What follows belongs to an exercise in optimizing a design on an open flow for small area, a short achievable clock period and few clock cycles per item; a production flow would make more cautious choices.
In this exercise RTL edits were held to simulation tests only and were not proved equivalent to the original.

==> run Z: inputs <==
// wm_enc
module wm_enc (
    input  wire       clk,
    input  wire       rst,          
    input  wire       wr_en,
    input  wire [7:0] wr_addr,
    input  wire [7:0] wr_data,
    input  wire       start,
    input  wire [8:0] len,          
    input  wire [7:0] window,       
    input  wire [7:0] min_match,    
    output wire       busy,
    output wire       out_valid,
    output wire [7:0] out_data,
    input  wire       out_ready
);
export LEC_CHECK = 0
export CAP_MARGIN = 30
export CORE_MARGIN = 2
export CORE_UTILIZATION = 55
export SLEW_MARGIN = 20
create_clock -name core_clock -period 10.0 [get_ports {clk}]
standard.sh (not shown) runs the stock make flow with config.mk's settings and CLKGATE_MAP_FILE= SYNTH_SCRIPT=/design/flow/synth_recipe.tcl, a recipe that flattens the netlist after the stock synthesis.
==> flow/flow/run.sh <==
#!/bin/bash
# Own layout flow: the standard ORFS flow (standard.sh, its synthesis unchanged), with
#  - the timing repair steps asked to keep a larger setup margin than the flow settings allow,
#    so that they shorten the design's paths well below the 10 ns clock period instead of
#    stopping at it;
#  - clock tree synthesis with larger sink clusters and without dummy loads, which the tree
#    does not need for balance here.
# The clock, the constraints and everything that is measured stay as the standard flow has them.
# make's full output goes to flow_make.log; each ORFS step writes its own log under orfs/logs/.
set -euo pipefail
cd "$(dirname "$0")/.."
bash standard.sh SETUP_SLACK_MARGIN=6.7 \
  "CTS_ARGS=-sink_clustering_enable -repair_clock_nets -sink_clustering_size 25 -sink_clustering_max_diameter 100 -dont_use_dummy_load" \
  finish > flow_make.log 2>&1
==> run H (differences from run Z) <==
--- a/flow/design.v
+++ b/flow/design.v
@@ -1,46 +1,37 @@
 module wm_slice (
     input  wire [127:0] mem,       
     input  wire [7:0]   b,
-    input  wire [15:0]  prev_a,    
-    input  wire [15:0]  prev_i,    
-    input  wire         use_i,     
-    input  wire         clr,       
+    input  wire [15:0]  prev,      
     input  wire         h_lt_c,    
     input  wire         h_eq_c,    
     input  wire [15:0]  l_lt_c,    
     input  wire         h_lt_l,    
     input  wire         h_eq_l,
     input  wire [15:0]  l_lt_l,
     input  wire         h_eq_p,    
     input  wire [15:0]  l_eq_p,    
-    input  wire         h_eq_q,    
-    input  wire [15:0]  l_eq_q,
     output wire [15:0]  init,
     output wire [15:0]  cont,
     output wire         any_i,
     output wire         any_c
 );
-    wire [15:0] ca, ci;
     genvar k;
     generate
         for (k = 0; k < 16; k = k + 1) begin : g_a
             wire eq  = (mem[8*k+7:8*k] == b);
             wire lt_c = h_lt_c | (h_eq_c & l_lt_c[k]);
             wire ge_l = ~(h_lt_l | (h_eq_l & l_lt_l[k]));
             wire at_p = h_eq_p & l_eq_p[k];
-            wire at_q = h_eq_q & l_eq_q[k];
             assign init[k] = eq & lt_c & ge_l;
-            assign ca[k] = eq & prev_a[k] & ~at_p;
-            assign ci[k] = eq & prev_i[k] & ~at_q;
-            assign cont[k] = (ca[k] & ~clr) | (ci[k] & use_i);
+            assign cont[k] = eq & prev[k] & ~at_p;
         end
     endgenerate
     assign any_i = |init;
-    assign any_c = ((|ca) & ~clr) | ((|ci) & use_i);
+    assign any_c = |cont;
 endmodule
 module wm_pe16 (
     input  wire [15:0] v,
     output reg  [3:0]  idx
 );
     integer q;
     always @(*) begin
@@ -118,28 +109,18 @@
     reg [16:0] fq [0:FD-1];    
     reg [FW-1:0] wp, rp;
     reg [FW:0]   fcnt;
     reg       ov;
     reg [7:0] od;
     reg [7:0] nb1, nb2;
     reg [1:0] rem;
-    reg  [15:0] rl;
-    wire [7:0]  rrow [0:15];
-    genvar gr, gk;
-    generate
-        for (gr = 0; gr < 16; gr = gr + 1) begin : g_rr
-            wire [7:0] t [0:16];
-            assign t[0] = 8'd0;
-            for (gk = 0; gk < 16; gk = gk + 1) begin : g_rk
-                assign t[gk+1] = t[gk] | (mem[16*gr+gk] & {8{rl[gk]}});
-            end
-            assign rrow[gr] = t[16];
-        end
-    endgenerate
-    wire [7:0] rd = rrow[ra2[7:4]];
+    wire [7:0] rd = mem[ra2[7:0]];
+    wire [7:0] x0 = (wr_q && wa_q == 8'd0) ? wd_q : mem[0];
+    wire [7:0] x1 = (wr_q && wa_q == 8'd1) ? wd_q : mem[1];
+    wire [7:0] x2 = (wr_q && wa_q == 8'd2) ? wd_q : mem[2];
     wire any_a = (|any_as) & curp_lt_n;             
     wire any_i = |any_iss;                           
     wire r_first = srch && (pk == P_FIRST);
     wire r_cont  = srch && (pk == P_CONT);
     wire go_on   = r_cont && any_a;                  
     wire r_end   = (r_first && !any_i) || (r_cont && !any_a);
     wire e_match = r_cont && pj_ge_m;                
@@ -151,55 +132,52 @@
     wire k_first = srch && !done && room && ((r_first && !any_i) || pk == P_IDLE);
     wire k_one   = srch && !done && ((r_first && any_i) || (e_next && room));
     wire k_cont  = go_on;
     wire restart = srch && !done && ((e_next && !room) || e_back);
     wire adv     = k_first || k_one || k_cont;
     wire [8:0] off = cur_p - 9'd1 - {1'b0, amin};
     wire [16:0] tok_d = e_match ? {1'b1, off[7:0], pj} : {1'b0, lit, 8'd0};
-    wire use_i = (pk == P_FIRST && any_i) || (pk == P_CONT && !any_a);
+    wire use_i = (pk == P_FIRST) ? any_i : !any_a;
     wire clr   = (pk == P_IDLE) || (pk == P_FIRST && !any_i);
-    wire [15:0] h_lt_c, h_eq_c, l_lt_c, h_lt_l, h_eq_l, l_lt_l, h_eq_p, l_eq_p, h_eq_q, l_eq_q;
+    wire [255:0] live = A | (I & {256{use_i}});
+    wire [8:0] pos_e = (pk == P_CONT && !any_a) ? cur_p : pos;
+    wire [15:0] h_lt_c, h_eq_c, l_lt_c, h_lt_l, h_eq_l, l_lt_l, h_eq_p, l_eq_p;
     genvar g;
     generate
         for (g = 0; g < 16; g = g + 1) begin : g_dec
             assign h_lt_c[g] = cur[8] | (cur[7:4] > g);
             assign h_eq_c[g] = ~cur[8] & (cur[7:4] == g);
             assign l_lt_c[g] = (cur[3:0] > g);
             assign h_lt_l[g] = lo_cur[8] | (lo_cur[7:4] > g);
             assign h_eq_l[g] = ~lo_cur[8] & (lo_cur[7:4] == g);
             assign l_lt_l[g] = (lo_cur[3:0] > g);
-            assign h_eq_p[g] = ~pos[8] & (pos[7:4] == g);
-            assign l_eq_p[g] = (pos[3:0] == g);
-            assign h_eq_q[g] = ~cur_p[8] & (cur_p[7:4] == g);
-            assign l_eq_q[g] = (cur_p[3:0] == g);
+            assign h_eq_p[g] = clr | (~pos_e[8] & (pos_e[7:4] == g));
+            assign l_eq_p[g] = clr | (pos_e[3:0] == g);
         end
     endgenerate
     wire [255:0] init, cont;
     wire [15:0]  any_is, any_cs;
     generate
         for (g = 0; g < 16; g = g + 1) begin : g_sl
             wire [127:0] mb;
             genvar k;
             for (k = 0; k < 16; k = k + 1) begin : g_m
                 assign mb[8*k+7:8*k] = mem[16*g+k];
             end
-            wire [15:0] prev_a, prev_i;
+            wire [15:0] prev;
             if (g == 0) begin : g_p0
-                assign prev_a = {A[14:0], 1'b0};
-                assign prev_i = {I[14:0], 1'b0};
+                assign prev = {live[14:0], 1'b0};
             end else begin : g_pn
-                assign prev_a = A[16*g+14:16*g-1];
-                assign prev_i = I[16*g+14:16*g-1];
+                assign prev = live[16*g+14:16*g-1];
             end
             wm_slice u_sl (
-                .mem(mb), .b(b), .prev_a(prev_a), .prev_i(prev_i), .use_i(use_i), .clr(clr),
+                .mem(mb), .b(b), .prev(prev),
                 .h_lt_c(h_lt_c[g]), .h_eq_c(h_eq_c[g]), .l_lt_c(l_lt_c),
                 .h_lt_l(h_lt_l[g]), .h_eq_l(h_eq_l[g]), .l_lt_l(l_lt_l),
                 .h_eq_p(h_eq_p[g]), .l_eq_p(l_eq_p),
-                .h_eq_q(h_eq_q[g]), .l_eq_q(l_eq_q),
                 .init(init[16*g+15:16*g]), .cont(cont[16*g+15:16*g]),
                 .any_i(any_is[g]), .any_c(any_cs[g]));
         end
     endgenerate
     wire [63:0] blk_i;
     wire [15:0] blk_v;
     wire [3:0]  blk;
@@ -212,36 +190,28 @@
     wm_pe16 u_pb (.v(blk_v), .idx(blk));
     wire [7:0] amin_d = {blk, blk_i[4*blk +: 4]};
     wire [7:0] pj1 = pj + 8'd1;
     wire pj1_ge_m = ({1'b0, pj} + 9'd1 >= {1'b0, m});
     wire [7:0] j_now = k_cont ? pj1 : {7'd0, k_one};
     wire [8:0] pos2 = pos + 9'd2;
     wire [8:0] pos3 = pos + 9'd3;
-    wire [15:0] rl_p3, rl_ra;
-    genvar gd;
-    generate
-        for (gd = 0; gd < 16; gd = gd + 1) begin : g_rl
-            assign rl_p3[gd] = (pos3[3:0] == gd);
-            assign rl_ra[gd] = (ra[3:0] == gd);
-        end
-    endgenerate
     wire [8:0] ra1  = ra + 9'd1;
     wire [8:0] lo_r1  = (ra1 > {1'b0, w}) ? ra1 - {1'b0, w} : 9'd0;
     wire take = !ov || out_ready;                
     wire pop = take && (rem == 2'd0) && (fcnt != 0);
     wire byp = take && (rem == 2'd0) && (fcnt == 0) && r_end;
     wire push = r_end && !byp;
     always @(posedge clk) begin
         if (rst) begin
             busy_r <= 1'b0;
             srch   <= 1'b0;
         end else if (!busy_r) begin
             if (start) begin
                 busy_r <= 1'b1;
-                srch   <= (len != 9'd0);
+                srch   <= (len > 9'd1);
             end
         end else begin
             if (done)
                 srch <= 1'b0;
             if (!srch && fcnt == 0 && rem == 2'd0 && take)
                 busy_r <= 1'b0;
         end
@@ -256,24 +226,23 @@
         pj_ge_m <= k_cont && pj1_ge_m;
         pj_ge_2 <= k_cont;
         if (!busy_r) begin
             n      <= len;
             w      <= window;
             m      <= (min_match < 8'd3) ? 8'd3 : min_match;
             pk     <= P_IDLE;
-            pos    <= 9'd0;
-            cur    <= 9'd0;
-            ra     <= 9'd1;
-            ra2    <= 9'd2;
-            rl     <= 16'd4;
-            lo_cur <= 9'd0;
-            lo_ra  <= (window == 8'd0) ? 9'd1 : 9'd0;
+            pos    <= 9'd1;
+            cur    <= 9'd1;
+            ra     <= 9'd2;
+            ra2    <= 9'd3;
+            lo_cur <= (window == 8'd0) ? 9'd1 : 9'd0;
+            lo_ra  <= (window == 8'd0) ? 9'd2 : (window == 8'd1) ? 9'd1 : 9'd0;
             cur_lt_n <= 1'b1;
-            b      <= (wr_q && wa_q == 8'd0) ? wd_q : mem[0];
-            pf     <= (wr_q && wa_q == 8'd1) ? wd_q : mem[1];
+            b      <= x1;
+            pf     <= x2;
         end else begin
             pk <= k_first ? P_FIRST : (k_one || k_cont) ? P_CONT : P_IDLE;
             if (k_first) begin
                 pos   <= cur;
                 lo_q1 <= lo_ra;
                 lo_q2 <= lo_r1;
                 lit   <= b;
@@ -288,25 +257,23 @@
                 b1    <= b;
                 b2    <= pf;
             end
             if (adv) begin
                 cur    <= ra;
                 ra     <= ra2;
                 ra2    <= ra2 + 9'd1;
-                rl     <= {rl[14:0], rl[15]};
                 lo_cur <= lo_ra;
                 lo_ra  <= lo_r1;
                 cur_lt_n <= (ra < n);
                 b      <= pf;
                 pf     <= rd;
             end else if (restart) begin
                 cur    <= e_back ? pos1 : cur_p;
                 ra     <= e_back ? pos2 : cur;
                 ra2    <= e_back ? pos3 : ra;
-                rl     <= e_back ? rl_p3 : rl_ra;
                 lo_cur <= e_back ? lo_q1 : lo_cp;
                 lo_ra  <= e_back ? lo_q2 : lo_cur;
                 cur_lt_n <= e_back || curp_lt_n;
                 b      <= e_back ? b1 : b_p;
                 pf     <= e_back ? b2 : b;
             end
             cur_p     <= cur;
@@ -326,18 +293,23 @@
                 wp <= wp + 1'b1;
             end
             if (pop) rp <= rp + 1'b1;
             fcnt <= fcnt + push - pop;
         end
     end
     always @(posedge clk) begin
-        if (rst || !busy_r) begin
+        if (rst) begin
             ov  <= 1'b0;
             od  <= 8'd0;
             rem <= 2'd0;
+        end else if (!busy_r) begin
+            ov  <= start && (len != 9'd0);
+            od  <= 8'd0;
+            nb1 <= x0;
+            rem <= (start && (len != 9'd0)) ? 2'd1 : 2'd0;
         end else if (take) begin
             if (rem != 2'd0) begin
                 ov  <= 1'b1;
                 od  <= nb1;
                 nb1 <= nb2;
                 rem <= rem - 2'd1;
             end else if (fcnt != 0) begin
--- a/flow/flow/run.sh
+++ b/flow/flow/run.sh
@@ -5,10 +5,10 @@
 #    stopping at it;
 #  - clock tree synthesis with larger sink clusters and without dummy loads, which the tree
 #    does not need for balance here.
 # The clock, the constraints and everything that is measured stay as the standard flow has them.
 # make's full output goes to flow_make.log; each ORFS step writes its own log under orfs/logs/.
 set -euo pipefail
 cd "$(dirname "$0")/.."
-bash standard.sh SETUP_SLACK_MARGIN=6.7 \
+bash standard.sh SETUP_SLACK_MARGIN=6.5 \
   "CTS_ARGS=-sink_clustering_enable -repair_clock_nets -sink_clustering_size 25 -sink_clustering_max_diameter 100 -dont_use_dummy_load" \
   finish > flow_make.log 2>&1
==> results.cfg <==
[cells_and_area]
syn_to_final_growth_pct = 13.7
post-route-util_pct = 62.8

[critical_path]
r2r-start = rl[9]

[grt]
use_met2_pct = 72.3

[power]
powerComb_w = 0.00324

[worst_hold_path]
min_from = I[221]

[placement]
detailed_place_hpwl_um = 468000

[timing]
holdWs_ns = 0.440

[clock_network]
cts_sinks = 2914

[route]
routed_wl_um = 744000

[outcome]
outcome = no timing/DRC/antenna violations

[yosys]
syn-cell-area_um2 = 141000
the above is filed under run Z

==> results.cfg <==
[timing]
period_needed_ns = 4.08
setup_violations = 0
holdWs_ns = 0.440

[yosys]
syn-cell-area_um2 = 141000
synth_top_family_by_area = XOR/XNOR gates
synthTopCellsByArea = edfxtp_1 48%, xor2_1 12%, mux4_2 11%, dfxtp_1 9.2%, nor4_1 3.0%

[power]
powerComb_w = 0.00390
p_clk_share_pct = 27.1

[cells_and_area]
post-route-util_pct = 62.2
syn_to_final_growth_pct = 12.4

[placement]
detailed_place_hpwl_um = 364000

[outcome]
outcome = no timing/DRC/antenna violations

[grt]
use_met2_pct = 60.5
the above is filed under run H

Testbench counts of run Z, summed over its fixed seeds: cycles 33,539, items 13,160.
Testbench counts of run H, summed over its fixed seeds: cycles 33,427, items 13,160.

## port drivers added, routing unchanged
How much do the figures lean on ideal ports? The routed layouts below were timed once more, with nothing changed but the port constraints. Step 1 assumes that a clkbuf_16 drives the clock port and a buf_2 every other input. Step 2 times the ports against the registers' clock, not the clock port: input delays grow and output delays shrink by t, the midpoint of the rising clock arrivals with the driver on. Slacks: ideal / step 1 / step 2; pairs: ideal / step 1.
| run | shift t [ns] | setup slack, ns | worst data-port slew with drivers (ns) | pins driven straight from the clock port |
|---|---|---|---|---|
| run Z | 0.976 | 6.266 / 6.266 / 5.932 | 0.09 | 1 |
| run H | 0.919 | 5.923 / 5.923 / 5.782 | 0.07 | 1 |
After both steps setup and hold are still met in every run listed. For run Z, which loses most, drivers alone change the setup slack by 0.000 ns; drivers and shift together by -0.334 ns.
